What follows belongs to an exercise in optimizing a design on an open flow for small area, a short achievable clock period and few clock cycles; a production flow would make more cautious choices. At most, simulation tests tie the RTL to the original design; equivalence was not proved. Power is estimated from default activity; no workload was simulated.

==> flow/design.v (excerpt) <==
module ccb (
    input  wire         clk,
    input  wire         rst,
    input  wire         cmd_valid,
    output reg          cmd_ready,
    input  wire [31:0]  cmd_data,
    output reg          rsp_valid,
    output reg  [2:0]   rsp_status,
    output reg  [31:0]  rsp_value,
    input  wire         edge_valid,
    input  wire [31:0]  edge_data,
    input  wire [29:0]  pin_i,
    input  wire [63:0]  time_i,
    output reg          ev_valid,
    output reg          ev_pulse,
    output reg  [2:0]   ev_ch,
    output reg  [15:0]  ev_val,
    output wire [127:0] duty_o,
    output reg  [29:0]  pin_oe,
    output reg  [89:0]  pin_ch,
    output wire         err_o
);
export LEC_CHECK = 0
export ABC_CLOCK_PERIOD_IN_PS = 3000
export CAP_MARGIN = 20
export CELL_PAD_IN_SITES_DETAIL_PLACEMENT = 1
export CELL_PAD_IN_SITES_GLOBAL_PLACEMENT = 1
export CORE_MARGIN = 2
export CORE_UTILIZATION = 40
export SLEW_MARGIN = 20
create_clock -name core_clock -period 14.0 [get_ports {clk}]
standard.sh (not shown) runs the stock make flow with config.mk's settings and CLKGATE_MAP_FILE= SYNTH_SCRIPT=/design/flow/synth_recipe.tcl, a recipe that flattens the netlist after the stock synthesis.
==> flow/flow/run.sh <==
#!/bin/bash
# Standard layout, with timing repair aimed well below the design's period
# and plain buffers (instead of delay cells) on the ports.
set -euo pipefail
bash standard.sh SETUP_SLACK_MARGIN=9 "BUFFER_PORTS_ARGS=-buffer_cell sky130_fd_sc_hd__buf_2" finish > standard_flow.log 2>&1
Change:
--- a/flow/design.v
+++ b/flow/design.v
@@ -139,25 +139,25 @@
     integer p, c2;
     always @(*) begin
         pin_oe_d = 30'd0;
         pin_ch_d = 90'd0;
         for (p = 0; p < 30; p = p + 1)
             for (c2 = 7; c2 >= 0; c2 = c2 - 1)
                 if (led[c2] == p) begin
                     pin_oe_d[p]        = 1'b1;
                     pin_ch_d[3*p +: 3] = c2[2:0];
                 end
     end
-    always @(posedge clk) begin
-        pin_oe <= pin_oe_d;
-        pin_ch <= pin_ch_d;
+    always @(*) begin
+        pin_oe = pin_oe_d;
+        pin_ch = pin_ch_d;
     end
     function automatic [7:0] gmask(input [7:0] pn, input [7:0][4:0] sp);
         integer c;
         begin
             for (c = 0; c < 8; c = c + 1)
                 gmask[c] = (pn[7:5] == 3'd0) && (pn[4:0] == sp[c]);
         end
     endfunction
     function automatic [7:0] edge_bits(input v, input [31:0] w, input [7:0][4:0] sp);
         reg [2:0] s;
         begin
=> The changed run passed the timing, DRC and antenna checks. Worst setup slack got worse by 0.25 ns. Non-clock buffer count goes up by 134. Via count stays flat. Total power goes down by a little under a tenth. Hold slack hardly moves. First-iteration DRC count goes up by about a fifth. Cell area goes down slightly. Clock skew goes up by 0.0096 ns. Critical path depth goes down by 5. Synthesized cell count goes down by a few percent. Register-to-register slack improved by 0.08 ns.
No functional check of the RTL was part of any run of this note.

--- another note on this design; it stands on its own ---

Setup of v3:
==> flow/design.v (excerpt) <==
module ccb (
    input  wire         clk,
    input  wire         rst,
    input  wire         cmd_valid,
    output reg          cmd_ready,
    input  wire [31:0]  cmd_data,
    output reg          rsp_valid,
    output reg  [2:0]   rsp_status,
    output reg  [31:0]  rsp_value,
    input  wire         edge_valid,
    input  wire [31:0]  edge_data,
    input  wire [29:0]  pin_i,
    input  wire [63:0]  time_i,
    output reg          ev_valid,
    output reg          ev_pulse,
    output reg  [2:0]   ev_ch,
    output reg  [15:0]  ev_val,
    output wire [127:0] duty_o,
    output reg  [29:0]  pin_oe,
    output reg  [89:0]  pin_ch,
    output wire         err_o
);
    localparam [4:0] OP_RESET = 5'h01, OP_ISINIT = 5'h02, OP_SETLED = 5'h03,
                     OP_SETSNS = 5'h04, OP_SETPOL = 5'h05, OP_SETPOLL = 5'h06,
                     OP_GETPOLL = 5'h07, OP_STEST = 5'h08, OP_PROCESS = 5'h09,
                     OP_EDGE = 5'h0A, OP_GEDGE = 5'h0B, OP_DRAIN = 5'h0C,
                     OP_RESOLVE = 5'h0D, OP_RETARGET = 5'h0E, OP_TICK = 5'h0F,
                     OP_POLL = 5'h10;
    localparam [1:0] S_IDLE = 2'd0, S_OPS = 2'd1, S_EXEC = 2'd2, S_EMIT = 2'd3;
    localparam [1:0] M_CUR = 2'd0, M_ZERO = 2'd1, M_PCUR = 2'd2, M_WZ = 2'd3;
    function automatic [11:0] dec125(input [4:0] n);
        case (n)
            5'd0:  dec125 = 12'd0;    5'd1:  dec125 = 12'd125;
            5'd2:  dec125 = 12'd250;  5'd3:  dec125 = 12'd375;
            5'd4:  dec125 = 12'd500;  5'd5:  dec125 = 12'd625;
            5'd6:  dec125 = 12'd750;  5'd7:  dec125 = 12'd875;
            5'd8:  dec125 = 12'd1000; 5'd9:  dec125 = 12'd1125;
  ...
Size: roughly 470 I/O pins, ~0.069 mm² of cells after synthesis.
clock: 14.0 ns
lec_check: 0
abc_clock_period_in_ps: 3000
cap_margin: 20
cell_pad_in_sites_detail_placement: 1
cell_pad_in_sites_global_placement: 1
core_margin: 2
core_utilization: 40
slew_margin: 20
standard.sh (not shown) runs the stock make flow with config.mk's settings and CLKGATE_MAP_FILE= SYNTH_SCRIPT=/design/flow/synth_recipe.tcl, a recipe that flattens the netlist after the stock synthesis.
==> flow/flow/run.sh <==
#!/bin/bash
# Standard layout, with timing repair aimed well below the design's period
# and plain buffers (instead of delay cells) on the ports.
set -euo pipefail
bash standard.sh SETUP_SLACK_MARGIN=9 "BUFFER_PORTS_ARGS=-buffer_cell sky130_fd_sc_hd__buf_2" finish > standard_flow.log 2>&1
v3 reached the final stage; the timing, DRC and antenna checks on its layout passed.
Testbench counts of v3, summed over its fixed seeds: cycles 30,149.
Edits applied to the flow inputs when going from v3 to v30:
Settings: setting CTS_BUF_LIST to sky130_fd_sc_hd__clkbuf_8 for the first time.
-- flow/flow/run.sh --
<<< v3, line 5
bash standard.sh SETUP_SLACK_MARGIN=9 "BUFFER_PORTS_ARGS=-buffer_cell sky130_fd_sc_hd__buf_2" finish > standard_flow.log 2>&1
>>> v30, line 5
bash standard.sh SETUP_SLACK_MARGIN=9.5 "BUFFER_PORTS_ARGS=-buffer_cell sky130_fd_sc_hd__buf_2" finish > standard_flow.log 2>&1
## What came out
- Going from v3 to v30, buffering stage count on the worst path with inverters included shrank by 1; wire length held steady; share of the clock period used by the worst path shrank by 3.2 points.
- Any difference in clock slew seen by the registers of the worst setup and hold paths between v30 and v3 is small enough to ignore.
- Of the two values seen for launch point of the critical path, rsp_status[1]$_DFFE_PN_ was produced by v30 and cmd_data[5] by v3.
- Worst hold slack: v3 vs v30, no meaningful difference
- Summary of v30 over v3: sequential share of layout area now sits lower; DRC marker count from the first detailed-route iteration now sits higher; relative contribution of combinational cells to total power now sits higher; utilization now sits higher.
- Overall routing resource usage across v3 and v30: no real change.
- Summary of the comparison: worst endpoint required time is lower in v30, relative to v3.

[re-timing with driven ports]
The flow's constraints put no driver on any port. The routed layouts listed below were extracted and timed again, unchanged, in two steps. Step 1 sets driving cells, clkbuf_16 on the clock port and buf_2 on the other inputs (assumed; they add their load-dependent delay and slew). Step 2 moves the port delays by t, midway between the first and last clock arrival at a register: inputs arrive t later, outputs are due t later. That takes back most of the time a late clock gives input paths. a / b / c = ideal / step 1 / step 2; a / b = the first two.
run	shift t [ns]	setup slack, ns	worst setup path after step 2	slew at the worst register clock pin (ns)
the first run of note 1	0.914	9.008 / 9.015 / 8.100	input to register	0.06 / 0.06
the second run of note 1	0.853	8.759 / 8.666 / 8.245	input to register	0.07 / 0.07
v3	0.887	9.019 / 9.024 / 8.137	input to register	0.07 / 0.07
v30	1.050	9.462 / 9.376 / 8.401	input to register	0.07 / 0.07
After both steps every run listed still meets setup and hold. The setup slack of v30, which loses most, moves by -0.086 ns with the drivers and by -1.061 ns with both steps.
